Source: an optimization exercise on an open RTL-to-GDS flow (aim: small area, a short achievable clock period and few clock cycles per item). Production flows keep margins and buffers that such runs may drop. At most, simulation tests tie the RTL to the original design; equivalence was not proved. No functional check of the RTL was part of run 1. No activity file was given, so power comes from the tool's default toggle rates.

File: config.mk
export PLATFORM = sky130hd
export DESIGN_NAME = feistel_cbc
export DESIGN_NICKNAME = feistel_cbc
export VERILOG_FILES = /design/flow/design.v
export SDC_FILE = /design/flow/constraint.sdc
export NUM_CORES = 4
export LEC_CHECK = 0
export CAP_MARGIN = 20
export CORE_MARGIN = 2
export CORE_UTILIZATION = 40
export SETUP_SLACK_MARGIN = 3.5
export SLEW_MARGIN = 20
export SYNTH_HIERARCHICAL = 1
export SYNTH_MINIMUM_KEEP_SIZE = 0
File: constraint.sdc
create_clock -name core_clock -period 7.0 [get_ports {clk}]
set_input_delay 1.4000 -clock core_clock [delete_from_list [all_inputs] [get_ports {clk}]]
set_output_delay 1.4000 -clock core_clock [all_outputs]
set_load 0.01 [all_outputs]
File: design.v
module feistel_cbc (
    input              clk,
    input              rst,
    input              start,
    input      [3:0]   op,
    input      [2:0]   kidx,
    input      [255:0] din,
    output             ready,
    output reg         done,
    output reg         err,
    output     [63:0]  blk,
    output     [63:0]  chain
);
    localparam OP_KEYLD   = 4'd0;
    localparam OP_BLKLD   = 4'd1;
    localparam OP_CHAINLD = 4'd2;
    localparam OP_BENC    = 4'd3;
    localparam OP_BDEC    = 4'd4;
    localparam OP_CBCENC  = 4'd5;
    localparam OP_CBCDEC  = 4'd6;
    localparam OP_FROUND  = 4'd7;
    localparam OP_FSWAP   = 4'd8;
    reg        busy;      
    reg        fr_q;      
    reg        dec_q;     
    reg        cenc_q;    
    reg        cdec_q;    
    reg [4:0]  rnd;       
    reg [31:0] key [0:7];
    reg [31:0] ka;        
    reg [63:0] blk_q;
    reg [63:0] chain_q;
    reg [63:0] save;      
    assign ready = ~busy;
    assign blk   = blk_q;
    assign chain = chain_q;
    wire       accept  = start & ~busy;
    wire       is_fr   = (op == OP_FROUND);
    wire       is_cenc = (op == OP_CBCENC);
    wire       is_dec  = (op == OP_BDEC) || (op == OP_CBCDEC);
    wire       spec    = (op == OP_BENC) || is_dec;    
    wire [4:0] rnd_n   = busy ? (fr_q ? 5'd0 : rnd + 5'd1) : ((start & spec) ? 5'd1 : 5'd0);
    wire       dec_n   = busy ? dec_q : is_dec;
    wire       rev_n   = dec_n ? (rnd_n >= 5'd8) : (rnd_n >= 5'd24);
    wire [2:0] ka_sel  = (accept & is_fr) ? kidx : (rnd_n[2:0] ^ {3{rev_n}});
    wire [31:0] f_r;                                                 
    feistel_f rf (.l(blk_q[63:32]), .r(blk_q[31:0]), .k(ka), .o(f_r));
    wire        last = (rnd == 5'd31);
    integer j;
    always @(posedge clk) begin
        if (rst)
            ka <= 32'd0;
        else if (accept && op == OP_KEYLD)
            ka <= din[255:224];
        else
            ka <= key[ka_sel];
        if (rst) begin
            busy    <= 1'b0;
            done    <= 1'b0;
            err     <= 1'b0;
            blk_q   <= 64'd0;
            chain_q <= 64'd0;
            for (j = 0; j < 8; j = j + 1)
                key[j] <= 32'd0;
        end else if (!busy) begin
            done <= 1'b0;
            if (start) begin
                err    <= 1'b0;
                fr_q   <= is_fr;
                dec_q  <= is_dec;
                cenc_q <= is_cenc;
                cdec_q <= (op == OP_CBCDEC);
                rnd    <= rnd_n;
                case (op)
                    OP_KEYLD: begin
                        for (j = 0; j < 8; j = j + 1)
                            key[j] <= din[255 - 32*j -: 32];
                        done <= 1'b1;
                    end
                    OP_BLKLD: begin
                        blk_q <= din[63:0];
                        done  <= 1'b1;
                    end
                    OP_CHAINLD: begin
                        chain_q <= din[63:0];
                        done    <= 1'b1;
                    end
                    OP_BENC, OP_BDEC, OP_CBCDEC: begin
                        save  <= blk_q;
                        blk_q <= {blk_q[31:0], f_r};
                        busy  <= 1'b1;
                    end
                    OP_CBCENC: begin
                        blk_q <= blk_q ^ chain_q;
                        busy  <= 1'b1;
                    end
                    OP_FROUND: begin
                        busy <= 1'b1;
                    end
                    OP_FSWAP: begin
                        blk_q <= {blk_q[31:0], blk_q[63:32]};
                        done  <= 1'b1;
                    end
                    default: begin
                        err  <= 1'b1;
                        done <= 1'b1;
                    end
                endcase
            end
        end else if (fr_q) begin
            blk_q <= {blk_q[31:0], f_r};
            busy  <= 1'b0;
            done  <= 1'b1;
        end else begin
            rnd <= rnd_n;
            if (!last)
                blk_q <= {blk_q[31:0], f_r};
            else begin
                if (cdec_q) begin
                    blk_q   <= {f_r, blk_q[31:0]} ^ chain_q;
                    chain_q <= save;
                end else
                    blk_q <= {f_r, blk_q[31:0]};
                if (cenc_q)
                    chain_q <= {f_r, blk_q[31:0]};
                busy <= 1'b0;
                done <= 1'b1;
            end
        end
    end
endmodule
module feistel_f (
    input  [31:0] l,
    input  [31:0] r,
    input  [31:0] k,
    output [31:0] o
);
    wire [31:0] s, u0, u1, u;
    wire [7:0]  g, p, c;
    f_nib_add a0 (.r(r[3:0]), .k(k[3:0]), .s(s[3:0]), .g(g[0]), .p(p[0]));
    f_sbox #(.ROW(64'hC462A5B9E8D703F1)) b0 (.v(s[3:0]), .o0(u0[3:0]), .o1(u1[3:0]));
    f_nib_add a1 (.r(r[7:4]), .k(k[7:4]), .s(s[7:4]), .g(g[1]), .p(p[1]));
    f_sbox #(.ROW(64'h68239A5C1E47BD0F)) b1 (.v(s[7:4]), .o0(u0[7:4]), .o1(u1[7:4]));
    f_nib_add a2 (.r(r[11:8]), .k(k[11:8]), .s(s[11:8]), .g(g[2]), .p(p[2]));
    f_sbox #(.ROW(64'hB3582FADE174C960)) b2 (.v(s[11:8]), .o0(u0[11:8]), .o1(u1[11:8]));
    f_nib_add a3 (.r(r[15:12]), .k(k[15:12]), .s(s[15:12]), .g(g[3]), .p(p[3]));
    f_sbox #(.ROW(64'hC821D4F670A53E9B)) b3 (.v(s[15:12]), .o0(u0[15:12]), .o1(u1[15:12]));
    f_nib_add a4 (.r(r[19:16]), .k(k[19:16]), .s(s[19:16]), .g(g[4]), .p(p[4]));
    f_sbox #(.ROW(64'h7F5A816D093EB42C)) b4 (.v(s[19:16]), .o0(u0[19:16]), .o1(u1[19:16]));
    f_nib_add a5 (.r(r[23:20]), .k(k[23:20]), .s(s[23:20]), .g(g[5]), .p(p[5]));
    f_sbox #(.ROW(64'h5DF692CAB78143E0)) b5 (.v(s[23:20]), .o0(u0[23:20]), .o1(u1[23:20]));
    f_nib_add a6 (.r(r[27:24]), .k(k[27:24]), .s(s[27:24]), .g(g[6]), .p(p[6]));
    f_sbox #(.ROW(64'h8E25691CF4B0DA37)) b6 (.v(s[27:24]), .o0(u0[27:24]), .o1(u1[27:24]));
    f_nib_add a7 (.r(r[31:28]), .k(k[31:28]), .s(s[31:28]), .g(g[7]), .p(p[7]));
    f_sbox #(.ROW(64'h17ED05834FA69CB2)) b7 (.v(s[31:28]), .o0(u0[31:28]), .o1(u1[31:28]));
    f_carry cy (.g(g), .p(p), .c(c));
    genvar i;
    generate
        for (i = 0; i < 8; i = i + 1) begin : pick
            assign u[4*i +: 4] = c[i] ? u1[4*i +: 4] : u0[4*i +: 4];
        end
    endgenerate
    assign o = l ^ {u[20:0], u[31:21]};    
endmodule
module f_nib_add (
    input  [3:0] r,
    input  [3:0] k,
    output [3:0] s,
    output       g,
    output       p
);
    wire [3:0] pp = r ^ k;
    wire [3:0] gg = r & k;
    wire c1 = gg[0];
    wire c2 = gg[1] | pp[1] & gg[0];
    wire c3 = gg[2] | pp[2] & gg[1] | pp[2] & pp[1] & gg[0];
    assign g = gg[3] | pp[3] & gg[2] | pp[3] & pp[2] & gg[1] | pp[3] & pp[2] & pp[1] & gg[0];
    assign p = &pp;
    assign s = pp ^ {c3, c2, c1, 1'b0};
endmodule
module f_carry (
    input  [7:0] g,
    input  [7:0] p,
    output [7:0] c
);
    wire g30 = g[3] | p[3] & g[2] | p[3] & p[2] & g[1] | p[3] & p[2] & p[1] & g[0];
    assign c[0] = 1'b0;
    assign c[1] = g[0];
    assign c[2] = g[1] | p[1] & g[0];
    assign c[3] = g[2] | p[2] & g[1] | p[2] & p[1] & g[0];
    assign c[4] = g30;
    assign c[5] = g[4] | p[4] & g30;
    assign c[6] = g[5] | p[5] & g[4] | p[5] & p[4] & g30;
    assign c[7] = g[6] | p[6] & g[5] | p[6] & p[5] & g[4] | p[6] & p[5] & p[4] & g30;
endmodule
module f_sbox #(
    parameter [63:0] ROW = 64'h0
) (
    input      [3:0] v,
    output reg [3:0] o0,
    output reg [3:0] o1
);
    always @* begin
        case (v)
            4'd0: begin o0 = ROW[63:60]; o1 = ROW[59:56]; end
            4'd1: begin o0 = ROW[59:56]; o1 = ROW[55:52]; end
            4'd2: begin o0 = ROW[55:52]; o1 = ROW[51:48]; end
            4'd3: begin o0 = ROW[51:48]; o1 = ROW[47:44]; end
            4'd4: begin o0 = ROW[47:44]; o1 = ROW[43:40]; end
            4'd5: begin o0 = ROW[43:40]; o1 = ROW[39:36]; end
            4'd6: begin o0 = ROW[39:36]; o1 = ROW[35:32]; end
            4'd7: begin o0 = ROW[35:32]; o1 = ROW[31:28]; end
            4'd8: begin o0 = ROW[31:28]; o1 = ROW[27:24]; end
            4'd9: begin o0 = ROW[27:24]; o1 = ROW[23:20]; end
            4'd10: begin o0 = ROW[23:20]; o1 = ROW[19:16]; end
            4'd11: begin o0 = ROW[19:16]; o1 = ROW[15:12]; end
            4'd12: begin o0 = ROW[15:12]; o1 = ROW[11:8]; end
            4'd13: begin o0 = ROW[11:8]; o1 = ROW[7:4]; end
            4'd14: begin o0 = ROW[7:4]; o1 = ROW[3:0]; end
            4'd15: begin o0 = ROW[3:0]; o1 = ROW[63:60]; end
            default: begin o0 = 4'd0; o1 = 4'd0; end
        endcase
    end
endmodule
File: run.sh
#!/bin/bash
# synth_recipe.tcl (not shown) runs the flow's synth.tcl, then flattens the netlist and writes it again
# the make line also repeats each setting of config.mk as NAME=value (left out here)
make -C /OpenROAD-flow-scripts/flow DESIGN_CONFIG=/design/flow/config.mk WORK_HOME=/design/flow/orfs CLKGATE_MAP_FILE= SYNTH_SCRIPT=/design/flow/synth_recipe.tcl finish
==> results of run 1 <==
## through the flow
stage                     std cells  utilization [%]  area [sq um]
after floorplan                3400                -         27780
after global placement         4469            46.74         32060
after detailed placement       4469            46.75         32070
after CTS                      4598            50.85         34880
after global routing           4619            51.62         35410
final                          4619            51.62         35410
## layer usage
layer	share of wire (%)	vias to the layer above	global-route usage, %
met5	0.031	-	0
met4	3.0	4	8.822
met3	8.7	198	4.680
met2	44	1327	45.45
met1	44	12940	42.36
li1	-	12570	-
## flip-flops by register name (all words and copies together) (netlist names), 5 cells and up
register and count:
ka 32, rnd 5, chain_q 64, blk_q 64
save 64, key 256
## worst paths after layout
path,startpoint,end,cells after the start
max,blk_q[4],blk_q[48],14
min,key[5][16],key[5][16],2
max reg2reg,blk_q[4],blk_q[48],14
min reg2reg,key[5][16],key[5][16],2
## cell type report
class | instances | area share [%]
Timing Repair Buffer | 466 | 13.14
Clock buffer | 77 | 4.735
Tap cell | 931 | 3.290
Antenna cell | 2 | 0.01414
Multi-Input combinational cell | 2553 | 47.05
Sequential cell | 492 | 30.04
Clock inverter | 31 | 1.004
Inverter | 67 | 0.7244
## critical path: cells and delay by family, from the launching register on
| family | cells | cell delay, ns |
|---|---|---|
| xor+xnor | 2 | 0.43 |
| flops | 1 | 0.41 |
| compound gates | 3 | 0.35 |
| buf+inv | 4 | 0.38 |
| fa+ha+maj | 3 | 0.95 |
| mux | 2 | 0.74 |
## where the power goes
| part | switching (mW) | total [mW] | internal (mW) |
|---|---|---|---|
| clock | 1.33 | 3.24 | 1.91 |
| combinational | 1.00 | 1.81 | 0.810 |
| sequential | 0.130 | 3.07 | 2.94 |
| total | 2.46 | 8.12 | 5.66 |
## placed cells by master, fill, tap and decap left out, drive strengths merged, types with 64 or more instances in the layout
cell and count:
a211oi 72, a21oi 499, a221o 64, buf 72, clkbuf 81, clkdlybuf4s50 390, dfxtp 419, edfxtp 73
ha 89, inv 72, mux2i 116, nand2 708, nor2 256, o211ai 68, o21ai 91, xnor2 78
xor2 75
## timing repair
item                       in CTS  in global routing
setup endpoints to repair     343                126
cloned                          6                  2
setup buffers                  15                 17
pin swaps                      11                 12
resized for setup             119                 91
==> metrics.csv, run 1 <==
metric,value,unit
status,no timing/DRC/antenna violations,
slowest CP cell,mux4_2,
Clock Sinks,492,
Vias,27040,
setup TNS,0,ns
pre-CTS setup slack,1.982,ns
Crit path top cell by count,inv_1,
IO Pins,397,
RSZ-0062 raised after global routing,false,
final period utilization,48.68,%
Crit Path Category,register to register,
Yosys Warn Count,16,
HP Class,register to register,
die area,71490,sq um
syn nets,3763,
Sequential Area,10640,sq um
Clock transition at path regs,0.06,ns
TritonRoute pass-1 iters,6,
Die Y,267.4,microns
maximum operating frequency,293.5,MHz
starting density of the core,40.46,%
clk latency of the worst-skew pair,0.64,ns
peak supply drop,0.2148,mV
Final min period,3.407,ns
CP startpoint kind,register,
count of max-cap constraint violations,0,
leakage power,12.52,nW
CP Data Arrival Time,3.89,ns
Wirelength per Cell,23.78,microns
Final Wtd Congestion,0.9296,
critical path peak fanout,8,
DRC violations left,0,
hold_ws,0.4550,ns
total gr overflow,0,
# H-tree levels,2,
fillers,6568,
Syn Area/Cell,8.161,sq um
R2R Setup Slk,3.59,ns
CP Cell Sequence,ha_1 > inv_1 > fa_1 > inv_2 > inv_1 > ha_4 > inv_1 > mux4_2 > mux2i_4 > xnor2_1 > xor2_1 > o211ai_1 > o211ai_1 > a21oi_1,
Root Driver,clkbuf_16,
power density cells,229.5,nW/um^2
Final nets,4000,
share of layout cells above drive strength 1,10.07,%
post-route ant nets,0,
area delta synth->final,27.60,%
IO Port Bufs,396,
Max-slew headroom,24.27,%
Core Box Area,68590,sq um
Post-Syn Area,27750,sq um
Post-DP HPWL,73830,microns
pin count of the biggest net entering global routing,155,
final setup fails,0,
CP endpoint kind,register,
vias per std cell,5.853,
Initial DRC Count,3180,
max incr delay on CP,0.49,ns
GRT Total Usage,29.53,%
Worst Path Required,7.48,ns
Post-Syn Instances,3400,
Design Power,8.124,mW
Max Slew Vio Count,0,
post-route setup slack,3.593,ns
Multi-input gate area,16660,sq um
TritonCTS Buffers,57,
Post-CTS Hold Fix Bufs,0,
initial antenna violation count,4,
vias in the first global route,24730,
row cnt,96,
DIE WIDTH,267.4,microns
routed wire length,109800,microns
clock tree buffer depth,3,
first-pass GRT wire length,161200,microns
worst-margin pin slew,1.136,ns
Layout Skew,0.02720,ns
TritonCTS clock tree,yes,
final hold violations,0,
==> run 2, diff against run 1 <==
--- a/design.v
+++ b/design.v
@@ -43,23 +43,80 @@
     wire       dec_n   = busy ? dec_q : is_dec;
     wire       rev_n   = dec_n ? (rnd_n >= 5'd8) : (rnd_n >= 5'd24);
     wire [2:0] ka_sel  = (accept & is_fr) ? kidx : (rnd_n[2:0] ^ {3{rev_n}});
-    wire [31:0] f_r;                                                 
-    feistel_f rf (.l(blk_q[63:32]), .r(blk_q[31:0]), .k(ka), .o(f_r));
-    wire        last = (rnd == 5'd31);
-    integer j;
+    wire        last   = (rnd == 5'd31);
+    wire        run    = busy & ~fr_q;
+    wire        fin    = run & last;                  
+    wire [31:0] l_in   = blk_q[63:32] ^ (chain_q[63:32] & {32{fin & cdec_q}});
+    wire [31:0] f_r;                                  
+    feistel_f rf (.l(l_in), .r(blk_q[31:0]), .k(ka), .o(f_r));
+    wire acc_op  = ~rst & ~busy & start;
+    wire op_kld  = acc_op & (op == OP_KEYLD);
+    wire op_bld  = acc_op & (op == OP_BLKLD);
+    wire op_cld  = acc_op & (op == OP_CHAINLD);
+    wire op_spec = acc_op & spec;
+    wire op_cenc = acc_op & is_cenc;
+    wire op_swap = acc_op & (op == OP_FSWAP);
+    wire        bsel_lo = ~rst & (op_spec | (busy & ~fin));
+    wire        bsel_hi = ~rst & fin;
+    reg  [31:0] blo_o, bhi_o;
+    always @* begin
+        blo_o = blk_q[31:0];
+        bhi_o = blk_q[63:32];
+        if (rst) begin
+            blo_o = 32'd0;
+            bhi_o = 32'd0;
+        end else if (op_bld) begin
+            blo_o = din[31:0];
+            bhi_o = din[63:32];
+        end else if (op_cenc) begin
+            blo_o = blk_q[31:0]  ^ chain_q[31:0];
+            bhi_o = blk_q[63:32] ^ chain_q[63:32];
+        end else if (op_swap) begin
+            blo_o = blk_q[63:32];
+            bhi_o = blk_q[31:0];
+        end else if (op_spec || busy) begin
+            blo_o = fin ? (blk_q[31:0] ^ (chain_q[31:0] & {32{cdec_q}})) : blk_q[31:0];
+            bhi_o = blk_q[31:0];
+        end
+    end
+    wire        csel_hi = ~rst & fin & cenc_q;
+    reg  [31:0] clo_o, chi_o;
+    always @* begin
+        clo_o = chain_q[31:0];
+        chi_o = chain_q[63:32];
+        if (rst) begin
+            clo_o = 32'd0;
+            chi_o = 32'd0;
+        end else if (op_cld) begin
+            clo_o = din[31:0];
+            chi_o = din[63:32];
+        end else if (fin && cenc_q) begin
+            clo_o = blk_q[31:0];
+        end else if (fin && cdec_q) begin
+            clo_o = save[31:0];
+            chi_o = save[63:32];
+        end
+    end
+    wire [31:0] blo_n, bhi_n, chi_n;
+    integer     j;
+    rnd_pick pb_lo (.sel(bsel_lo), .a(f_r), .b(blo_o), .y(blo_n));
+    rnd_pick pb_hi (.sel(bsel_hi), .a(f_r), .b(bhi_o), .y(bhi_n));
+    rnd_pick pc_hi (.sel(csel_hi), .a(f_r), .b(chi_o), .y(chi_n));
     always @(posedge clk) begin
+        blk_q   <= {bhi_n, blo_n};
+        chain_q <= {chi_n, clo_o};
         if (rst)
             ka <= 32'd0;
-        else if (accept && op == OP_KEYLD)
+        else if (op_kld)
             ka <= din[255:224];
         else
             ka <= key[ka_sel];
+        if (op_spec)
+            save <= blk_q;
         if (rst) begin
-            busy    <= 1'b0;
-            done    <= 1'b0;
-            err     <= 1'b0;
-            blk_q   <= 64'd0;
-            chain_q <= 64'd0;
+            busy <= 1'b0;
+            done <= 1'b0;
+            err  <= 1'b0;
             for (j = 0; j < 8; j = j + 1)
                 key[j] <= 32'd0;
         end else if (!busy) begin
@@ -77,30 +134,10 @@
                             key[j] <= din[255 - 32*j -: 32];
                         done <= 1'b1;
                     end
-                    OP_BLKLD: begin
-                        blk_q <= din[63:0];
-                        done  <= 1'b1;
-                    end
-                    OP_CHAINLD: begin
-                        chain_q <= din[63:0];
-                        done    <= 1'b1;
-                    end
-                    OP_BENC, OP_BDEC, OP_CBCDEC: begin
-                        save  <= blk_q;
-                        blk_q <= {blk_q[31:0], f_r};
-                        busy  <= 1'b1;
-                    end
-                    OP_CBCENC: begin
-                        blk_q <= blk_q ^ chain_q;
-                        busy  <= 1'b1;
-                    end
-                    OP_FROUND: begin
+                    OP_BLKLD, OP_CHAINLD, OP_FSWAP:
+                        done <= 1'b1;
+                    OP_BENC, OP_BDEC, OP_CBCENC, OP_CBCDEC, OP_FROUND:
                         busy <= 1'b1;
-                    end
-                    OP_FSWAP: begin
-                        blk_q <= {blk_q[31:0], blk_q[63:32]};
-                        done  <= 1'b1;
-                    end
                     default: begin
                         err  <= 1'b1;
                         done <= 1'b1;
@@ -108,21 +145,11 @@
                 endcase
             end
         end else if (fr_q) begin
-            blk_q <= {blk_q[31:0], f_r};
-            busy  <= 1'b0;
-            done  <= 1'b1;
+            busy <= 1'b0;
+            done <= 1'b1;
         end else begin
             rnd <= rnd_n;
-            if (!last)
-                blk_q <= {blk_q[31:0], f_r};
-            else begin
-                if (cdec_q) begin
-                    blk_q   <= {f_r, blk_q[31:0]} ^ chain_q;
-                    chain_q <= save;
-                end else
-                    blk_q <= {f_r, blk_q[31:0]};
-                if (cenc_q)
-                    chain_q <= {f_r, blk_q[31:0]};
+            if (last) begin
                 busy <= 1'b0;
                 done <= 1'b1;
             end
@@ -222,3 +249,11 @@
         endcase
     end
 endmodule
+module rnd_pick (
+    input         sel,
+    input  [31:0] a,
+    input  [31:0] b,
+    output [31:0] y
+);
+    assign y = sel ? a : b;
+endmodule
==> flow/run.sh (new file) <==
#!/bin/bash
# Standard ORFS layout, with the port buffers made of the smallest buffer
# (sky130_fd_sc_hd__buf_1) instead of the cell buffer_ports picks by itself.
set -euo pipefail
cd "$(dirname "$0")/.."
bash standard.sh 'BUFFER_PORTS_ARGS=-buffer_cell sky130_fd_sc_hd__buf_1' finish > make_finish.log 2>&1
==> standard.sh (new file) <==
#!/bin/bash
# synth_recipe.tcl (not shown) runs the flow's synth.tcl, then flattens the netlist and writes it again
# the make line also repeats each setting of config.mk as NAME=value (left out here)
make -C /OpenROAD-flow-scripts/flow DESIGN_CONFIG=/design/flow/config.mk WORK_HOME=/design/flow/orfs CLKGATE_MAP_FILE= SYNTH_SCRIPT=/design/flow/synth_recipe.tcl "${@:-finish}"
removed: run.sh
==> metrics.csv, run 2 <==
metric,value,unit,change
max incr delay on CP,0.57,ns,+0.08 ns
die area,72250,sq um,+1.1%
Crit Path Category,register to register,,
post-route setup slack,3.588,ns,-0.004430 ns
IO Pins,397,,unchanged
Max-slew headroom,25.05,%,+0.78 points
DRC violations left,0,,unchanged
grt met2 use,42.34,%,-3.1 points
"commonest non-fill, non-tap cell in the layout",nand2_1,,
gr busiest metal,met2,,
leakage power,11.25,nW,-10%
CP Data Arrival Time,3.93,ns,+0.04 ns
RSZ-0062 raised after global routing,true,,
vias in the first global route,23630,,-4.5%
status,no timing/DRC/antenna violations,,
clk latency of the worst-skew pair,0.64,ns,about the same
Post-CTS Hold Fix Bufs,0,,unchanged
Int Pwr,5.400,mW,-4.6%
post-route cell area,32460,sq um,-8.3%
final std cells w/o fill,4528,,-2.0%
Crit path buffers/inverters,3,,-1
power share of the clock group,42.3,%,+2.5 points
GRT Total Usage,28.64,%,-0.89 points
final setup fails,0,,unchanged
TritonCTS Buffers,56,,-1.8%
starting density of the core,40.26,%,-0.20 points
IO Port Bufs,396,,unchanged
Die Y,268.8,microns,+0.53%
worst-margin pin slew,1.124,ns,-0.01172 ns
Post-Syn Area,28050,sq um,+1.1%
CP startpoint kind,register,,
pin count of the biggest net entering global routing,192,,+24%
DIE WIDTH,268.8,microns,+0.53%
hold_ws,0.4505,ns,-0.004544 ns
Vias,26310,,-2.7%
critical path peak fanout,9,,+1
total gr overflow,0,,unchanged
Core Box Area,69660,sq um,+1.6%
power density cells,234.6,nW/um^2,+2.3%
Final min period,3.412,ns,+0.004430 ns
Clock Sinks,492,,unchanged
# H-tree levels,2,,unchanged
Wirelength per Cell,23.52,microns,-1.1%
routed wire length,106500,microns,-3.1%
Comb power frac,17.2,%,-5.1 points
Yosys Warn Count,16,,unchanged
met1 Resource Use GR,41.92,%,-0.44 points
Design Power,7.616,mW,-6.3%
final core utilization,46.59,%,-5.0 points
Worst Path Required,7.51,ns,+0.03 ns
Syn Area/Cell,8.512,sq um,+4.3%
Crit path top cell by count,inv_1,,
Final Wtd Congestion,0.8952,,-3.7%
row cnt,97,,+1.0%
first-pass GRT wire length,156000,microns,-3.3%
Post-DP HPWL,73330,microns,-0.68%
Placed Area,29770,sq um,-7.2%
Root Driver,clkbuf_16,,
"commonest non-fill, non-tap cells in the layout","nand2_1, dfxtp_1, a21oi_1",,
slowest CP cell,dfxtp_1,,
initial antenna violation count,3,,-1
Layout Skew,0.03070,ns,+0.003499 ns
met3 Use GR,4.530,%,-0.15 points
Max Slew Vio Count,0,,unchanged
share of layout cells above drive strength 1,11.13,%,+1.1 points
maximum operating frequency,293.1,MHz,-0.13%
final period utilization,48.74,%,+0.063 points
Initial DRC Count,2692,,-15%
pre-CTS setup slack,1.808,ns,-0.1737 ns
final hold violations,0,,unchanged
Flop pwr share,40.6,%,+2.8 points
switching power of the nets,2.216,mW,-10%
Post-Syn Instances,3295,,-3.1%
HP Class,register to register,,
CP Cell Sequence,ha_1 > inv_1 > fa_1 > inv_1 > inv_1 > ha_1 > nor2_1 > a211oi_1 > a21oi_1 > mux2i_1 > xnor2_1 > mux2_4,,
Placed Cells,4394,,-1.7%
max reg flops,256,,unchanged
clock tree buffer depth,3,,unchanged
TritonRoute pass-1 iters,7,,+1
TritonCTS clock tree,yes,,
Final nets,3904,,-2.4%
peak supply drop,0.1879,mV,-13%
setup TNS,0,ns,unchanged
cell class contributing the biggest share of worst-path delay,adder cells,,
post-route ant nets,0,,unchanged
Sw Ratio,29.10,%,-1.2 points
syn nets,3658,,-2.8%
Clock transition at path regs,0.06,ns,about the same
CP endpoint kind,register,,
Biggest register,key,,
vias per std cell,5.811,,-0.72%
area delta synth->final,15.73,%,
count of max-cap constraint violations,0,,unchanged
run 2: cell types whose count changed in the layout (fill, tap and decap cells not counted), moves of 75 or more:
| cell | before | now |
|---|---|---|
| nand2b_1 | 11 | 101 |
| clkdlybuf4s50_1 | 390 | 0 |
| a311oi_1 | 0 | 75 |
| a21oi_1 | 497 | 400 |
| buf_1 | 0 | 392 |
| nand2_1 | 705 | 567 |
| mux2_4 | 3 | 94 |
run 2: cell type report:
cell class	count	area, sq um
clock buffers	80	1674
diodes	3	7.507
inverters	70	262.8
clock inverters	22	320.3
fillers	6964	37210
flip-flops and latches	492	10590
repair buffers	459	2151
well taps	940	1176
multi-input cells	2462	16280
run 2: worst paths after layout:
kind	from	endpoint	slack [ns]	cells past startpoint
worst max register to register	blk_q[8]	blk_q[52]	3.59	12
worst max-delay path	blk_q[8]	blk_q[52]	3.59	12
worst min-delay path	key[3][23]	key[3][23]	0.45	2
worst min register to register	key[3][23]	key[3][23]	0.45	2
run 2: routing by layer:
metal  vias to the layer above  wire [microns]
li1                      12230               -
met1                     12530           47520
met2                      1351           45620
met3                       210            9387
met4                         0            3958
met5                         -               0
run 2: what timing repair did:
item / 4_1_cts / 5_1_grt
cloned: 5 / 0
gates resized for setup: 52 / 32
setup buffers: 18 / 4
pin swaps: 8 / 6
setup endpoints to repair: 111 / 91
run 2: power by group through the flow:
stage               logic [mW]  registers, mW  clock network [mW]
floorplan                0.863           3.10                   0
global placement          1.23           3.14                   0
detailed placement        1.23           3.14                   0
CTS                       1.28           3.08                3.25
global route              1.42           3.09                3.36
finish                    1.31           3.09                3.22
run 2: worst min-delay path: stages (launching register included):
cell	delay [ns]
dfxtp_1	0.30
nand2_1	0.05
a21oi_1	0.05
Testbench counts of run 2, summed over its fixed seeds: cycles 12,832, blocks 384.
==> run 3, diff against run 2 <==
==> flow/run.sh (replaced) <==
#!/bin/bash
# Standard ORFS layout with two changes: synthesis leaves out Yosys's
# full/half-adder extraction (ADDER_MAP_FILE empty), so ABC maps the adders
# with the rest of the logic; and the port buffers are the smallest buffer
# (sky130_fd_sc_hd__buf_1) instead of the cell buffer_ports picks by itself.
set -euo pipefail
cd "$(dirname "$0")/.."
bash standard.sh 'ADDER_MAP_FILE=' 'BUFFER_PORTS_ARGS=-buffer_cell sky130_fd_sc_hd__buf_1' finish > make_finish.log 2>&1
--- a/config.mk
+++ b/config.mk
@@ -7,8 +7,8 @@
 export LEC_CHECK = 0
 export CAP_MARGIN = 20
 export CORE_MARGIN = 2
-export CORE_UTILIZATION = 40
-export SETUP_SLACK_MARGIN = 3.5
+export CORE_UTILIZATION = 55
+export SETUP_SLACK_MARGIN = 3.8
 export SLEW_MARGIN = 20
 export SYNTH_HIERARCHICAL = 1
 export SYNTH_MINIMUM_KEEP_SIZE = 0
==> metrics.csv, run 3 <==
metric,value,unit,change
status,no timing/DRC/antenna violations,,
critical path peak fanout,10,,+1
GRT Total Usage,38.91,%,+10 points
Crit path top cell by count,buf_12,,
Max-slew headroom,27.76,%,+2.7 points
Clock Sinks,492,,unchanged
Yosys Warn Count,16,,unchanged
Final Wtd Congestion,0.9166,,+2.4%
clock tree buffer depth,3,,unchanged
Post-DP HPWL,65650,microns,-10%
first-pass GRT wire length,149100,microns,-4.4%
final std cells w/o fill,4065,,-10%
routed wire length,102000,microns,-4.2%
Worst Path Required,7.52,ns,about the same
vias in the first global route,24310,,+2.9%
TritonCTS Buffers,54,,-3.6%
IO Port Bufs,396,,unchanged
Final nets,3670,,-6.0%
peak supply drop,0.1798,mV,-4.3%
Placed Cells,3886,,-12%
row cnt,80,,-18%
IO Pins,397,,unchanged
die area,49830,sq um,-31%
Root Driver,clkbuf_16,,
syn nets,3379,,-7.6%
max incr delay on CP,0.34,ns,-0.23 ns
Die Y,223.2,microns,-17%
Vias,26290,,-0.11%
"commonest non-fill, non-tap cells in the layout","nand2_1, dfxtp_1, buf_1",,
area delta synth->final,19.32,%,
RSZ-0062 raised after global routing,true,,
pin count of the biggest net entering global routing,186,,-3.1%
Biggest register,key,,
DRC violations left,0,,unchanged
Wirelength per Cell,25.10,microns,+6.7%
Layout Skew,0.01383,ns,-0.01687 ns
Crit Path Category,primary input to register,,
Initial DRC Count,3649,,+36%
Multi-input gate area,15450,sq um,-5.1%
CP Cell Sequence,buf_8 > nand3b_1 > a211oi_4 > buf_4 > o22ai_4 > nand3_4 > buf_12 > buf_12 > mux2_2 > a221oi_2 > a31oi_1 > o221a_2,,
worst-margin pin slew,1.084,ns,-0.04061 ns
post-route ant nets,0,,unchanged
hold_ws,0.4523,ns,+0.001809 ns
fillers,4080,,-41%
hold path start,key[0][4],,
setup TNS,0,ns,unchanged
share of layout cells above drive strength 1,15.13,%,+4.0 points
worst setup path startpoint,op[2],,
Max Slew Vio Count,0,,unchanged
final hold violations,0,,unchanged
HP Class,register to register,,
Core Box Area,47550,sq um,-32%
DIE WIDTH,223.2,microns,-17%
initial antenna violation count,1,,-2
Final min period,3.213,ns,-0.1992 ns
slowest CP cell,a211oi_4,,
"commonest non-fill, non-tap cell in the layout",nand2_1,,
CP startpoint kind,primary input,,
CP endpoint kind,register,,
count of max-cap constraint violations,0,,unchanged
CP Data Arrival Time,3.74,ns,-0.19 ns
Post-Syn Area,26430,sq um,-5.8%
final period utilization,45.90,%,-2.8 points
maximum operating frequency,311.3,MHz,+6.2%
clk latency of the worst-skew pair,0.63,ns,about the same
# H-tree levels,2,,unchanged
reg2reg start,ka[8],,
Post-Syn Instances,3113,,-5.5%
Clock transition at path regs,0.06,ns,about the same
Syn Area/Cell,8.491,sq um,-0.25%
power density cells,238.2,nW/um^2,+1.5%
TritonRoute pass-1 iters,8,,+1
Sequential Area,10600,sq um,+0.11%
total gr overflow,0,,unchanged
max reg flops,256,,unchanged
TritonCTS clock tree,yes,,
starting density of the core,55.59,%,+15 points
leakage power,11.05,nW,-1.7%
vias per std cell,6.466,,+11%
final setup fails,0,,unchanged
-- run 3: worst paths after layout --
kind / endpoint / slack (ns) / depth (start not counted)
hold / removal: key[0][4] / 0.45 / 2
hold reg to reg: key[0][4] / 0.45 / 2
setup reg to reg: blk_q[4] / 3.89 / 9
setup / recovery: ka[18] / 3.79 / 12
-- run 3: area by class of cell --
class	count	area share, %
clock buffers	85	5.463
clock inverters	16	0.8093
multi-input cells	2335	48.99
flip-flops and latches	492	33.61
inverters	19	0.2420
repair buffers	502	8.438
diodes	1	0.007934
well taps	615	2.440
-- run 3: routing by layer --
layer | vias up | routed length [microns] | GRT usage (%)
met2 | 1661 | 44560 | 59.28
met4 | 0 | 4523 | 14.94
met3 | 294 | 11410 | 8.060
li1 | 11710 | - | -
met1 | 12620 | 41540 | 54.27
met5 | - | 0 | 0
-- run 3: worst max-delay path, delay by kind of cell --
kind | cells | cell delay [ns]
compound gates | 5 | 0.96
mux | 1 | 0.34
simple gates | 2 | 0.44
buf+inv | 4 | 0.59
-- run 3: what timing repair did --
item / CTS / global route
gates cloned: 7 / 4
setup endpoints to repair: 295 / 232
buffers inserted: 37 / 28
pin swaps: 16 / 22
hold buffers: 0 / 0
resized for setup: 110 / 74
-- run 3: where the power goes --
part	internal, mW	leakage [nW]	switching, mW
logic	0.518	6.01	0.767
registers	2.95	4.07	0.153
clock network	1.88	0.977	1.24
total	5.35	11.1	2.16
-- run 3: stage by stage --
step	total power [mW]	instance area (sq um)	util (%)	setup slack [ns]
after floorplan	3.928	26770	-	3.546
after global placement	4.249	27910	58.71	2.040
after detailed placement	4.287	27920	58.72	1.931
after CTS	7.441	30820	64.82	3.742
after global routing	7.725	31540	66.33	3.733
final	7.512	31540	66.33	3.787
==> run 4, diff against run 3 <==
--- a/config.mk
+++ b/config.mk
@@ -7,7 +7,7 @@
 export LEC_CHECK = 0
 export CAP_MARGIN = 20
 export CORE_MARGIN = 2
-export CORE_UTILIZATION = 55
+export CORE_UTILIZATION = 40
 export SETUP_SLACK_MARGIN = 3.8
 export SLEW_MARGIN = 20
 export SYNTH_HIERARCHICAL = 1
==> metrics.csv, run 4 <==
metric,value,unit,change
CP startpoint kind,primary input,,
CP endpoint kind,register,,
Vias,25360,,-3.5%
fillers,6479,,+59%
RSZ-0062 raised after global routing,false,,
TritonCTS Buffers,56,,+3.7%
Wirelength per Cell,24.53,microns,-2.3%
DIE WIDTH,261.1,microns,+17%
starting density of the core,40.27,%,-15 points
Max Slew Vio Count,0,,unchanged
Post-Syn Instances,3113,,unchanged
setup TNS,0,ns,unchanged
final period utilization,45.46,%,-0.43 points
IO Port Bufs,396,,unchanged
Final min period,3.183,ns,-0.03019 ns
die area,68150,sq um,+37%
# H-tree levels,2,,unchanged
Biggest register,key,,
area delta synth->final,19.24,%,about the same
maximum operating frequency,314.2,MHz,+0.95%
Placed Area,28220,sq um,+1.1%
Min-Delay Path Depth,2,,unchanged
Root Driver,clkbuf_16,,
Post-Syn Area,26430,sq um,unchanged
final setup fails,0,,unchanged
clk latency of the worst-skew pair,0.64,ns,about the same
initial antenna violation count,4,,+3
Design Power,7.409,mW,-1.4%
final hold violations,0,,unchanged
final core utilization,48.02,%,-18 points
status,no timing/DRC/antenna violations,,
Sequential Area,10590,sq um,about the same
post-route cell area,31520,sq um,about the same
routed wire length,105500,microns,+3.4%
Final nets,3652,,-0.49%
row cnt,94,,+18%
Max-slew headroom,19.01,%,-8.8 points
"commonest non-fill, non-tap cells in the layout","nand2_1, dfxtp_1, buf_1",,
reg2reg start,blk_q[13],,
RR Endpoint,chain_q[42],,
Multi-input gate area,15400,sq um,-0.34%
Clock Sinks,492,,unchanged
pin count of the biggest net entering global routing,189,,+1.6%
worst-margin pin slew,1.215,ns,+0.1313 ns
count of max-cap constraint violations,0,,unchanged
syn nets,3379,,unchanged
Die Y,261.1,microns,+17%
IO Pins,397,,unchanged
Layout Skew,0.04150,ns,+0.02767 ns
vias in the first global route,22540,,-7.3%
Crit Path Category,primary input to register,,
pre-CTS setup slack,2.045,ns,+0.1146 ns
Worst Hold End,key[0][14],,
power density cells,235.1,nW/um^2,-1.3%
clock tree buffer depth,3,,unchanged
Syn Area/Cell,8.491,sq um,unchanged
critical path peak fanout,12,,+2
GRT Total Usage,28.95,%,-10 points
TritonCTS clock tree,yes,,
Clock transition at path regs,0.06,ns,about the same
max reg flops,256,,unchanged
vias per std cell,5.899,,-8.8%
total gr overflow,0,,unchanged
Final Wtd Congestion,0.8937,,-2.5%
first-pass GRT wire length,149100,microns,about the same
R2R Setup Slk,3.93,ns,+0.04 ns
CP Data Arrival Time,3.71,ns,-0.03 ns
Core Box Area,65630,sq um,+38%
Reg2Reg Depth,9,,unchanged
"commonest non-fill, non-tap cell in the layout",nand2_1,,
TritonRoute pass-1 iters,9,,+1
Initial DRC Count,3011,,-17%
post-route setup slack,3.817,ns,+0.03019 ns
HP Class,register to register,,
DRC violations left,0,,unchanged
Post-DP HPWL,69010,microns,+5.1%
Post-CTS Hold Fix Bufs,0,,unchanged
leakage power,10.85,nW,-1.8%
Worst Path Required,7.53,ns,about the same
peak supply drop,0.1790,mV,-0.41%
Yosys Warn Count,16,,unchanged
share of layout cells above drive strength 1,13.87,%,-1.3 points
post-route ant nets,0,,unchanged
hold path start,key[0][14],,
[run 4: layout make-up]
class	instances	share of cell area [%]
multi-input combinational	2339	48.86
inverter	19	0.2501
antenna	4	0.03176
timing repair buffer	478	7.860
tap	864	3.430
clock buffer	77	5.058
clock inverter	26	0.8972
sequential	492	33.61
[run 4: power breakdown]
part | total [mW] | internal, mW | switching, mW
clock | 3.03 | 1.75 | 1.29
sequential | 3.12 | 2.95 | 0.163
combinational | 1.26 | 0.515 | 0.742
total | 7.41 | 5.22 | 2.19
[run 4: metrics by stage]
step	hold slack, ns	instances
after floorplan	0.4329	3113
final	0.4536	4299
after global placement	0.4409	4132
after global routing	0.4687	4299
after detailed placement	0.4449	4132
after CTS	0.4535	4269
[run 4: worst max-delay path by stage]
stage                     cells after the start    endpoint   from  slack, ns
after floorplan                              10      ka[10]  op[2]       3.55
after global placement                       10   blk_q[23]  op[0]       2.15
after detailed placement                     10   blk_q[16]  op[0]       2.05
after CTS                                    11   blk_q[32]    rst       3.73
after global routing                          8  key[7][13]  start       3.79
final                                        12       ka[0]  op[1]       3.82
[run 4: routing by layer]
metal	global-route usage [%]	share of wire [%]	vias to the layer above	wire [microns]
met5	0	0	-	0
met4	9.927	3.5	0	3739
met3	3.494	8.5	204	8947
met2	44.42	44	1332	46860
met1	41.98	44	12130	45920
li1	-	-	11700	-
[run 4: what timing repair did]
action / CTS / global route
endpoints found under the setup margin: 160 / 189
gates resized for setup: 97 / 62
gates cloned: 7 / 6
buffers inserted: 27 / 20
pin swaps: 14 / 23
[run 4: critical path: stages]
cell	delay, ns
buf_12	0.13
nand3b_1	0.15
a211oi_4	0.08
buf_6	0.14
or4_4	0.58
nand3_4	0.11
buf_12	0.15
buf_12	0.13
mux2_4	0.31
a221oi_2	0.25
o21ai_1	0.11
o211a_1	0.13
==> run 5, diff against run 4 <==
--- a/design.v
+++ b/design.v
@@ -20,7 +20,7 @@
     localparam OP_CBCDEC  = 4'd6;
     localparam OP_FROUND  = 4'd7;
     localparam OP_FSWAP   = 4'd8;
-    reg        busy;      
+    reg        idle;      
     reg        fr_q;      
     reg        dec_q;     
     reg        cenc_q;    
@@ -31,32 +31,31 @@
     reg [63:0] blk_q;
     reg [63:0] chain_q;
     reg [63:0] save;      
-    assign ready = ~busy;
+    wire busy = ~idle;
+    assign ready = idle;
     assign blk   = blk_q;
     assign chain = chain_q;
-    wire       accept  = start & ~busy;
-    wire       is_fr   = (op == OP_FROUND);
-    wire       is_cenc = (op == OP_CBCENC);
-    wire       is_dec  = (op == OP_BDEC) || (op == OP_CBCDEC);
-    wire       spec    = (op == OP_BENC) || is_dec;    
-    wire [4:0] rnd_n   = busy ? (fr_q ? 5'd0 : rnd + 5'd1) : ((start & spec) ? 5'd1 : 5'd0);
-    wire       dec_n   = busy ? dec_q : is_dec;
-    wire       rev_n   = dec_n ? (rnd_n >= 5'd8) : (rnd_n >= 5'd24);
-    wire [2:0] ka_sel  = (accept & is_fr) ? kidx : (rnd_n[2:0] ^ {3{rev_n}});
-    wire        last   = (rnd == 5'd31);
-    wire        run    = busy & ~fr_q;
-    wire        fin    = run & last;                  
-    wire [31:0] l_in   = blk_q[63:32] ^ (chain_q[63:32] & {32{fin & cdec_q}});
-    wire [31:0] f_r;                                  
-    feistel_f rf (.l(l_in), .r(blk_q[31:0]), .k(ka), .o(f_r));
-    wire acc_op  = ~rst & ~busy & start;
+    wire is_dec  = (op == OP_BDEC) || (op == OP_CBCDEC);
+    wire spec    = (op == OP_BENC) || is_dec;      
+    wire acc_op  = ~rst & idle & start;
     wire op_kld  = acc_op & (op == OP_KEYLD);
     wire op_bld  = acc_op & (op == OP_BLKLD);
     wire op_cld  = acc_op & (op == OP_CHAINLD);
     wire op_spec = acc_op & spec;
-    wire op_cenc = acc_op & is_cenc;
+    wire op_cenc = acc_op & (op == OP_CBCENC);
     wire op_swap = acc_op & (op == OP_FSWAP);
-    wire        bsel_lo = ~rst & (op_spec | (busy & ~fin));
+    wire [4:0] rnd_i  = rnd + 5'd1;
+    wire       rev_i  = dec_q ? (rnd_i >= 5'd8) : (rnd_i >= 5'd24);
+    wire [2:0] sel_b  = fr_q ? (rnd[3] ? 3'd0 : rnd[2:0]) : (rnd_i[2:0] ^ {3{rev_i}});
+    wire [31:0] k_b   = key[sel_b];
+    wire        last   = (rnd == 5'd31);
+    wire        fin    = busy & ~fr_q & last;         
+    wire        fr_go  = busy & fr_q & rnd[3];        
+    wire [31:0] l_in   = blk_q[63:32] ^ (chain_q[63:32] & {32{fin & cdec_q}});
+    wire [31:0] f_r;                                  
+    feistel_f rf (.l(l_in), .r(blk_q[31:0]), .k(ka), .o(f_r));
+    wire        rnd_go = op_spec | (busy & ~fr_q & ~last) | fr_go;
+    wire        bsel_lo = ~rst & rnd_go;
     wire        bsel_hi = ~rst & fin;
     reg  [31:0] blo_o, bhi_o;
     always @* begin
@@ -74,8 +73,9 @@
         end else if (op_swap) begin
             blo_o = blk_q[63:32];
             bhi_o = blk_q[31:0];
-        end else if (op_spec || busy) begin
-            blo_o = fin ? (blk_q[31:0] ^ (chain_q[31:0] & {32{cdec_q}})) : blk_q[31:0];
+        end else if (fin) begin
+            blo_o = blk_q[31:0] ^ (chain_q[31:0] & {32{cdec_q}});
+        end else if (rnd_go) begin
             bhi_o = blk_q[31:0];
         end
     end
@@ -98,36 +98,40 @@
         end
     end
     wire [31:0] blo_n, bhi_n, chi_n;
-    integer     j;
     rnd_pick pb_lo (.sel(bsel_lo), .a(f_r), .b(blo_o), .y(blo_n));
     rnd_pick pb_hi (.sel(bsel_hi), .a(f_r), .b(bhi_o), .y(bhi_n));
     rnd_pick pc_hi (.sel(csel_hi), .a(f_r), .b(chi_o), .y(chi_n));
+    integer j;
     always @(posedge clk) begin
         blk_q   <= {bhi_n, blo_n};
         chain_q <= {chi_n, clo_o};
+        if (op_spec)
+            save <= blk_q;
         if (rst)
             ka <= 32'd0;
+        else if (busy)
+            ka <= k_b;
         else if (op_kld)
-            ka <= din[255:224];
+            ka <= din[255:224];       
+        else if (op_spec)
+            ka <= key[1];
         else
-            ka <= key[ka_sel];
-        if (op_spec)
-            save <= blk_q;
+            ka <= key[0];
         if (rst) begin
-            busy <= 1'b0;
+            idle <= 1'b1;
             done <= 1'b0;
             err  <= 1'b0;
             for (j = 0; j < 8; j = j + 1)
                 key[j] <= 32'd0;
-        end else if (!busy) begin
+        end else if (idle) begin
             done <= 1'b0;
             if (start) begin
                 err    <= 1'b0;
-                fr_q   <= is_fr;
+                fr_q   <= (op == OP_FROUND);
                 dec_q  <= is_dec;
-                cenc_q <= is_cenc;
+                cenc_q <= (op == OP_CBCENC);
                 cdec_q <= (op == OP_CBCDEC);
-                rnd    <= rnd_n;
+                rnd    <= (op == OP_FROUND) ? {2'b00, kidx} : {4'd0, spec};
                 case (op)
                     OP_KEYLD: begin
                         for (j = 0; j < 8; j = j + 1)
@@ -137,7 +141,7 @@
                     OP_BLKLD, OP_CHAINLD, OP_FSWAP:
                         done <= 1'b1;
                     OP_BENC, OP_BDEC, OP_CBCENC, OP_CBCDEC, OP_FROUND:
-                        busy <= 1'b1;
+                        idle <= 1'b0;
                     default: begin
                         err  <= 1'b1;
                         done <= 1'b1;
@@ -145,12 +149,15 @@
                 endcase
             end
         end else if (fr_q) begin
-            busy <= 1'b0;
-            done <= 1'b1;
+            rnd[3] <= 1'b1;
+            if (rnd[3]) begin
+                idle <= 1'b1;
+                done <= 1'b1;
+            end
         end else begin
-            rnd <= rnd_n;
+            rnd <= rnd_i;
             if (last) begin
-                busy <= 1'b0;
+                idle <= 1'b1;
                 done <= 1'b1;
             end
         end
==> metrics.csv, run 5 <==
metric,value,unit,change
slowest CP cell,a222oi_1,,
Post-DP HPWL,69550,microns,+0.78%
CP Data Arrival Time,3.65,ns,-0.06 ns
Root Driver,clkbuf_16,,
routed wire length,103600,microns,-1.8%
Crit Path Category,register to register,,
Syn Area/Cell,9.870,sq um,+16%
DRC violations left,0,,unchanged
Crit path buffers/inverters,0,,-4
max incr delay on CP,0.44,ns,-0.14 ns
post-route cell area,31160,sq um,-1.1%
peak supply drop,0.1568,mV,-12%
Post-Syn Instances,2731,,-12%
Post-CTS Hold Fix Bufs,0,,unchanged
HP Class,register to register,,
Final Wtd Congestion,0.8751,,-2.1%
Die Y,263.6,microns,+0.97%
critical path peak fanout,10,,-2
power density cells,237.8,nW/um^2,+1.1%
initial antenna violation count,19,,+15
vias per std cell,6.138,,+4.0%
Design Power,7.408,mW,about the same
syn nets,2997,,-11%
first-pass GRT wire length,148200,microns,-0.63%
Post-Syn Area,26950,sq um,+2.0%
final core utilization,46.56,%,-1.5 points
IO Port Bufs,396,,unchanged
worst-margin pin slew,1.086,ns,-0.1286 ns
# H-tree levels,2,,unchanged
Clock Sinks,492,,unchanged
Placed Area,28500,sq um,+1.0%
vias in the first global route,22600,,+0.25%
cell class contributing the biggest share of worst-path delay,compound AO/OA/AOI/OAI gates,,
Max-slew headroom,27.33,%,+8.3 points
area delta synth->final,15.59,%,
DIE WIDTH,263.6,microns,+0.97%
Max Slew Vio Count,0,,unchanged
total gr overflow,0,,unchanged
final period utilization,44.79,%,-0.68 points
Clock transition at path regs,0.07,ns,about the same
die area,69480,sq um,+1.9%
IO Pins,397,,unchanged
Final min period,3.135,ns,-0.04739 ns
share of layout cells above drive strength 1,13.81,%,-0.064 points
Wirelength per Cell,26.47,microns,+7.9%
Yosys Warn Count,16,,unchanged
final hold violations,0,,unchanged
Core Box Area,66920,sq um,+2.0%
TritonRoute pass-1 iters,6,,-3
GRT Total Usage,27.90,%,-1.0 points
Final nets,3248,,-11%
post-route ant nets,0,,unchanged
Worst Path Required,7.52,ns,about the same
final setup fails,0,,unchanged
"commonest non-fill, non-tap cells in the layout","dfxtp_1, buf_1, nand2_1",,
post-route setup slack,3.865,ns,+0.04739 ns
leakage power,11.19,nW,+3.1%
status,no timing/DRC/antenna violations,,
"commonest non-fill, non-tap cell in the layout",dfxtp_1,,
pin count of the biggest net entering global routing,257,,+36%
CP startpoint kind,register,,
CP endpoint kind,register,,
clock tree buffer depth,3,,unchanged
clk latency of the worst-skew pair,0.63,ns,about the same
CP Cell Sequence,a222oi_1 > nor3_2 > maj3_2 > a21o_4 > nand4_1 > nand3_4 > a31o_4 > mux2i_2 > xnor2_2 > mux2_4,,
Biggest register,key,,
maximum operating frequency,319.0,MHz,+1.5%
TritonCTS Buffers,55,,-1.8%
TritonCTS clock tree,yes,,
Initial DRC Count,2643,,-12%
Vias,24020,,-5.3%
pre-CTS setup slack,2.570,ns,+0.5248 ns
row cnt,95,,+1.1%
setup TNS,0,ns,unchanged
starting density of the core,40.28,%,about the same
RSZ-0062 raised after global routing,true,,
max reg flops,256,,unchanged
count of max-cap constraint violations,0,,unchanged
Layout Skew,0.02937,ns,-0.01213 ns
## run 5: changes by cell type in the layout (fill, tap and decap cells not counted), moves of 48 or more
cell      delta
a21oi_1    -280
a22o_1     +256
nor2_1     -174
mux2i_1     +70
nand2_1    -288
xor2_1      +48
o221ai_1    +54
## run 5: per-stage QoR
stage | hold WS [ns] | cells
after detailed placement | 0.4519 | 3779
after CTS | 0.4659 | 3884
after floorplan | 0.4435 | 2731
after global routing | 0.4879 | 3913
final | 0.4657 | 3913
after global placement | 0.4463 | 3779
## run 5: final timing paths
| path | startpoint | to | slack, ns | depth (start not counted) |
|---|---|---|---|---|
| setup / recovery | blk_q[0] | blk_q[8] | 3.86 | 10 |
| hold / removal | err | err | 0.47 | 2 |
| setup reg to reg | blk_q[0] | blk_q[8] | 3.86 | 10 |
| hold reg to reg | err | err | 0.47 | 2 |
## run 5: cell type report
| type | instances | area, sq um |
|---|---|---|
| repair buffers | 451 | 2074 |
| clock buffers | 73 | 1588 |
| well taps | 873 | 1092 |
| flip-flops and latches | 492 | 10590 |
| clock inverters | 29 | 260.3 |
| diodes | 13 | 32.53 |
| multi-input cells | 1961 | 15430 |
| inverters | 21 | 85.08 |
| fillers | 6216 | 35760 |
## run 5: worst reg2reg max path, cell delays in order (launching register included)
cell      delay, ns
dfxtp_2        0.41
a222oi_1       0.44
nor3_2         0.12
maj3_2         0.37
a21o_4         0.28
nand4_1        0.15
nand3_4        0.18
a31o_4         0.35
mux2i_2        0.31
xnor2_2        0.14
mux2_4         0.27
## run 5: routing by layer
layer  GRT usage, %  routed length (microns)  up-vias
li1               -                        -    10800
met1          39.47                    45380    11770
met2          41.49                    44930     1200
met3          5.622                     9136      236
met4          11.06                     4060       10
met5              0                       59        -
## run 5: power breakdown
part / total [mW] / leakage (nW) / switching (mW) / internal [mW]
Clock: 3.00 / 0.905 / 1.29 / 1.71
Sequential: 3.11 / 4.09 / 0.160 / 2.95
Combinational: 1.29 / 6.20 / 0.772 / 0.521
## run 5: what timing repair did
item | in CTS | in global routing
buffers inserted | 3 | 13
setup endpoints to repair | 167 | 147
cloned | 0 | 2
pin swaps | 2 | 6
resized for setup | 75 | 37
Testbench counts of run 5, summed over its fixed seeds: cycles 12,832, blocks 384.
==> run 6, diff against run 5 <==
--- a/config.mk
+++ b/config.mk
@@ -8,7 +8,7 @@
 export CAP_MARGIN = 20
 export CORE_MARGIN = 2
 export CORE_UTILIZATION = 40
-export SETUP_SLACK_MARGIN = 3.8
+export SETUP_SLACK_MARGIN = 3.5
 export SLEW_MARGIN = 20
 export SYNTH_HIERARCHICAL = 1
 export SYNTH_MINIMUM_KEEP_SIZE = 0
==> metrics.csv, run 6 <==
metric,value,unit,change
TritonRoute pass-1 iters,6,,unchanged
Max-slew headroom,27.26,%,-0.078 points
Final Wtd Congestion,0.9067,,+3.6%
die area,69480,sq um,unchanged
Placed Area,28500,sq um,about the same
Placed Cells,3777,,-0.053%
power density cells,242.4,nW/um^2,+1.9%
post-route ant nets,0,,unchanged
Wirelength per Cell,26.19,microns,-1.0%
maximum operating frequency,287.3,MHz,-9.9%
max reg flops,256,,unchanged
vias in the first global route,23010,,+1.8%
CP endpoint kind,register,,
routed wire length,102400,microns,-1.1%
share of layout cells above drive strength 1,12.67,%,-1.1 points
final setup fails,0,,unchanged
final period utilization,49.73,%,+4.9 points
pin count of the biggest net entering global routing,178,,-31%
peak supply drop,0.1680,mV,+7.2%
# H-tree levels,2,,unchanged
Clock transition at path regs,0.06,ns,about the same
initial antenna violation count,23,,+4
IO Port Bufs,396,,unchanged
DIE WIDTH,263.6,microns,unchanged
TritonCTS clock tree,yes,,
clk latency of the worst-skew pair,0.63,ns,about the same
status,no timing/DRC/antenna violations,,
Syn Area/Cell,9.870,sq um,unchanged
first-pass GRT wire length,150400,microns,+1.5%
leakage power,11.07,nW,-1.1%
count of max-cap constraint violations,0,,unchanged
post-route cell area,30850,sq um,-0.98%
setup TNS,0,ns,unchanged
Core Box Area,66920,sq um,unchanged
IO Pins,397,,unchanged
Initial DRC Count,2771,,+4.8%
worst-margin pin slew,1.087,ns,+0.001165 ns
Max Slew Vio Count,0,,unchanged
total gr overflow,0,,unchanged
area delta synth->final,14.46,%,
Worst Path Required,7.48,ns,-0.04 ns
fillers,6279,,+1.0%
Layout Skew,0.03883,ns,+0.009453 ns
row cnt,95,,unchanged
Final nets,3235,,-0.40%
clock tree buffer depth,3,,unchanged
DRC violations left,0,,unchanged
Die Y,263.6,microns,unchanged
Post-Syn Area,26950,sq um,unchanged
syn nets,2997,,unchanged
critical path peak fanout,57,,+47
GRT Total Usage,28.22,%,+0.32 points
Root Driver,clkbuf_16,,
Post-Syn Instances,2731,,unchanged
vias per std cell,6.194,,+0.91%
Post-CTS Hold Fix Bufs,0,,unchanged
Yosys Warn Count,16,,unchanged
final std cells w/o fill,3911,,-0.051%
starting density of the core,40.28,%,unchanged
TritonCTS Buffers,55,,unchanged
Vias,24220,,+0.86%
RSZ-0062 raised after global routing,false,,
CP Data Arrival Time,3.96,ns,+0.31 ns
HP Class,register to register,,
Clock Sinks,492,,unchanged
CP startpoint kind,primary input,,
Biggest register,key,,
final hold violations,0,,unchanged
"commonest non-fill, non-tap cell in the layout",dfxtp_1,,
Post-DP HPWL,70040,microns,+0.70%
Crit Path Category,primary input to register,,
final core utilization,46.10,%,-0.46 points
Final min period,3.481,ns,+0.3462 ns
"commonest non-fill, non-tap cells in the layout","dfxtp_1, buf_1, nand2_1",,
-- run 6: cell types whose count changed in the layout (fill, tap and decap cells not counted), sizes merged --
cell | before | now
clkbuf | 78 | 85
buf | 446 | 437
clkinvlp | 7 | 2
diode | 13 | 22
inv | 23 | 24
bufinv | 3 | 5
clkinv | 17 | 12
or4 | 3 | 1
-- run 6: where the power goes --
| group | leakage (nW) | total, mW | internal [mW] | switching, mW |
|---|---|---|---|---|
| combinational | 6.02 | 1.25 | 0.492 | 0.761 |
| clock | 0.961 | 3.11 | 1.84 | 1.28 |
| sequential | 4.09 | 3.11 | 2.95 | 0.160 |
-- run 6: worst paths after layout --
| path | startpoint | endpoint | slack, ns | cells after the start |
|---|---|---|---|---|
| setup / recovery | rst | ka[11] | 3.52 | 9 |
| hold / removal | err | err | 0.47 | 2 |
| setup reg to reg | ka[0] | blk_q[38] | 3.60 | 10 |
| hold reg to reg | err | err | 0.47 | 2 |
-- run 6: through the flow --
stage	hold WS (ns)	setup slack (ns)	power, mW
floorplan	0.4435	3.523	3.964
global placement	0.4447	2.193	4.319
detailed placement	0.4552	2.110	4.361
CTS	0.4669	3.496	7.484
global route	0.4923	3.519	7.707
finish	0.4698	3.519	7.477
-- run 6: layer usage --
metal / up-vias / global-route usage [%] / part of all wire (%) / routed length, microns
met5: - / 0 / 0.030 / 31
met4: 6 / 11.55 / 3.7 / 3789
met3: 222 / 5.229 / 9.2 / 9428
met2: 1295 / 42.62 / 44 / 45060
met1: 11920 / 39.52 / 43 / 44130
li1: 10780 / - / - / -
-- run 6: layout make-up --
class | count | area [sq um] | share of cell area, %
clock inverters | 22 | 286.5 | 0.9287
clock buffers | 82 | 1663 | 5.390
repair buffers | 440 | 1932 | 6.262
well taps | 873 | 1092 | 3.540
diodes | 22 | 55.05 | 0.1784
flip-flops and latches | 492 | 10590 | 34.33
inverters | 21 | 85.08 | 0.2758
multi-input cells | 1959 | 15150 | 49.09
-- run 6: what timing repair did --
| item | in CTS | in global routing |
|---|---|---|
| pin swaps | 1 | 0 |
| gates resized for setup | 42 | 19 |
| buffers inserted | 4 | 4 |
| endpoints found under the setup margin | 161 | 118 |
-- run 6: worst max-delay path: stages --
cell	delay [ns]
buf_8	0.23
nand3b_1	0.31
buf_4	0.22
a211oi_4	0.24
buf_6	0.54
mux2_2	0.27
mux2i_1	0.08
a21o_1	0.20
a31oi_1	0.37
==> run 7, diff against run 6 <==
--- a/config.mk
+++ b/config.mk
@@ -8,7 +8,7 @@
 export CAP_MARGIN = 20
 export CORE_MARGIN = 2
 export CORE_UTILIZATION = 40
-export SETUP_SLACK_MARGIN = 3.5
+export SETUP_SLACK_MARGIN = 4.2
 export SLEW_MARGIN = 20
 export SYNTH_HIERARCHICAL = 1
 export SYNTH_MINIMUM_KEEP_SIZE = 0
==> metrics.csv, run 7 <==
metric,value,unit,change
critical path peak fanout,7,,-88%
Post-CTS Hold Fix Bufs,0,,unchanged
total gr overflow,0,,unchanged
CP startpoint kind,primary input,,
Clock transition at path regs,0.06,ns,about the same
Int Pwr,5.314,mW,+0.65%
Placed Area,28480,sq um,about the same
clock tree buffer depth,3,,unchanged
syn nets,2997,,unchanged
Placed Cells,3771,,-0.16%
Worst Path Required,7.51,ns,+0.03 ns
Final nets,3414,,+5.5%
Flop pwr share,40.7,%,-0.9 points
"commonest non-fill, non-tap cell in the layout",buf_1,,
clk latency of the worst-skew pair,0.63,ns,about the same
DIE WIDTH,263.6,microns,unchanged
Syn Area/Cell,9.870,sq um,unchanged
TritonCTS clock tree,yes,,
final std cells w/o fill,4077,,+4.2%
Final Wtd Congestion,0.8784,,-3.1%
final period utilization,41.73,%,-8.0 points
CP Data Arrival Time,3.43,ns,-0.53 ns
Wirelength per Cell,29.25,microns,+12%
max reg flops,256,,unchanged
"commonest non-fill, non-tap cells in the layout","buf_1, dfxtp_1, nand2_1",,
share of layout cells above drive strength 1,22.48,%,+9.8 points
power density cells,222.9,nW/um^2,-8.0%
pre-CTS setup slack,1.785,ns,-0.3248 ns
row cnt,95,,unchanged
Comb power frac,20.6,%,+3.8 points
area delta synth->final,27.14,%,
Layout Skew,0.02268,ns,-0.01615 ns
first-pass GRT wire length,160100,microns,+6.5%
Max-slew headroom,40.95,%,+14 points
GRT Total Usage,30.44,%,+2.2 points
vias per std cell,6.378,,+3.0%
Design Power,7.639,mW,+2.2%
final core utilization,51.21,%,+5.1 points
IO Pins,397,,unchanged
vias in the first global route,23910,,+3.9%
Post-Syn Area,26950,sq um,unchanged
worst-margin pin slew,0.8826,ns,-0.2049 ns
Crit Path Category,primary input to register,,
initial antenna violation count,25,,+8.7%
final hold violations,0,,unchanged
Clock Sinks,492,,unchanged
fillers,5909,,-5.9%
TritonRoute pass-1 iters,8,,+2
post-route ant nets,0,,unchanged
DRC violations left,0,,unchanged
switching power of the nets,2.325,mW,+5.8%
pin count of the biggest net entering global routing,257,,+44%
hold_ws,0.4683,ns,-0.001446 ns
# H-tree levels,2,,unchanged
Post-Syn Instances,2731,,unchanged
Biggest register,key,,
Sw Ratio,30.43,%,+1.0 points
routed wire length,119200,microns,+16%
Core Box Area,66920,sq um,unchanged
CP endpoint kind,register,,
Max Slew Vio Count,0,,unchanged
TritonCTS Buffers,53,,-3.6%
Post-DP HPWL,69400,microns,-0.91%
setup TNS,0,ns,unchanged
starting density of the core,40.28,%,unchanged
count of max-cap constraint violations,0,,unchanged
Final min period,2.921,ns,-0.5601 ns
peak supply drop,0.1592,mV,-5.3%
Yosys Warn Count,16,,unchanged
Initial DRC Count,3299,,+19%
leakage power,12.60,nW,+14%
Vias,26000,,+7.3%
final setup fails,0,,unchanged
post-route setup slack,4.079,ns,+0.5601 ns
IO Port Bufs,396,,unchanged
post-route cell area,34270,sq um,+11%
power share of the clock group,38.6,%,-3.0 points
Die Y,263.6,microns,unchanged
status,no timing/DRC/antenna violations,,
maximum operating frequency,342.3,MHz,+19%
die area,69480,sq um,unchanged
R2R Setup Slk,4.11,ns,+0.51 ns
RSZ-0062 raised after global routing,true,,
HP Class,register to register,,
Root Driver,clkbuf_16,,
-- run 7: path summary, 6_finish.rpt --
check	from	endpoint	cells after the start
min reg2reg	err	err	2
max reg2reg	blk_q[0]	blk_q[28]	10
min	err	err	2
max	rst	chain_q[60]	10
-- run 7: cell type report --
cell class              count  area [sq um]  area share, %
clock inverters            19         280.3         0.8178
repair buffers            603          4013          11.71
diodes                     15         37.54         0.1095
clock buffers              77          1516          4.425
flip-flops and latches    492         10660          31.09
inverters                  21         85.08         0.2483
multi-input cells        1977         16590          48.41
well taps                 873          1092          3.187
-- run 7: routing by layer --
| layer | routed length [microns] | up-vias | global-route usage (%) |
|---|---|---|---|
| li1 | - | 11180 | - |
| met1 | 47220 | 12720 | 41.33 |
| met2 | 51510 | 1707 | 45.89 |
| met3 | 13740 | 371 | 7.352 |
| met4 | 6663 | 16 | 13.28 |
| met5 | 100 | - | 0 |
-- run 7: timing repair --
item / 4_1_cts / 5_1_grt
endpoints found under the setup margin: 489 / 329
hold endpoints to repair: 0 / 0
pin swaps: 35 / 52
gates resized for setup: 218 / 164
setup buffers: 87 / 63
cloned: 18 / 26
-- run 7: critical path: stages --
cell and delay (ns):
clkbuf_16 0.14, nand3b_1 0.18, buf_6 0.15, buf_6 0.11, or4_4 0.61, buf_12 0.21
clkbuf_16 0.18, nor2_4 0.09, a211oi_2 0.05, mux2_4 0.29
-- run 7: power groups by stage --
stage               Combinational [mW]  Clock (mW)  Sequential [mW]
finish                            1.58        2.95             3.11
global route                      1.64        3.08             3.12
CTS                               1.40        2.98             3.10
detailed placement                1.20           0             3.16
global placement                  1.16           0             3.16
floorplan                        0.854           0             3.12

==> re-timing with driven ports <==
How much do the figures lean on ideal ports? The routed layouts below were timed once more, with nothing changed but the port constraints. Step 1, drivers: a clkbuf_16 drives clk and a buf_2 each remaining input, both assumed. Step 2, shift: input delay + t, output delay - t, t = (earliest + latest rising clock arrival at the registers) / 2. This alone moves slack from input paths to output paths. Slacks: ideal / step 1 / step 2; pairs: ideal / step 1.
run | shift t [ns] | slack for setup (ns) | latest minus earliest clock arrival (ns) | worst data-port slew with drivers (ns) | cell pins on the clock port's net
run 1 | 0.692 | 3.593 / 3.593 / 2.957 | 0.028 / 0.027 | 0.09 | 1
run 2 | 0.690 | 3.588 / 3.588 / 2.954 | 0.031 / 0.030 | 0.09 | 1
run 3 | 0.691 | 3.787 / 3.811 / 3.120 | 0.014 / 0.014 | 0.10 | 1
run 4 | 0.681 | 3.817 / 3.827 / 3.146 | 0.043 / 0.043 | 0.10 | 1
run 5 | 0.680 | 3.865 / 3.793 / 3.113 | 0.030 / 0.030 | 0.15 | 1
run 6 | 0.675 | 3.519 / 3.540 / 2.864 | 0.040 / 0.039 | 0.15 | 1
run 7 | 0.686 | 4.079 / 4.010 / 3.324 | 0.023 / 0.023 | 0.21 | 1
After both steps every run listed still meets setup and hold. The setup slack of run 7, which loses most, moves by -0.069 ns with the drivers and by -0.755 ns with both steps.
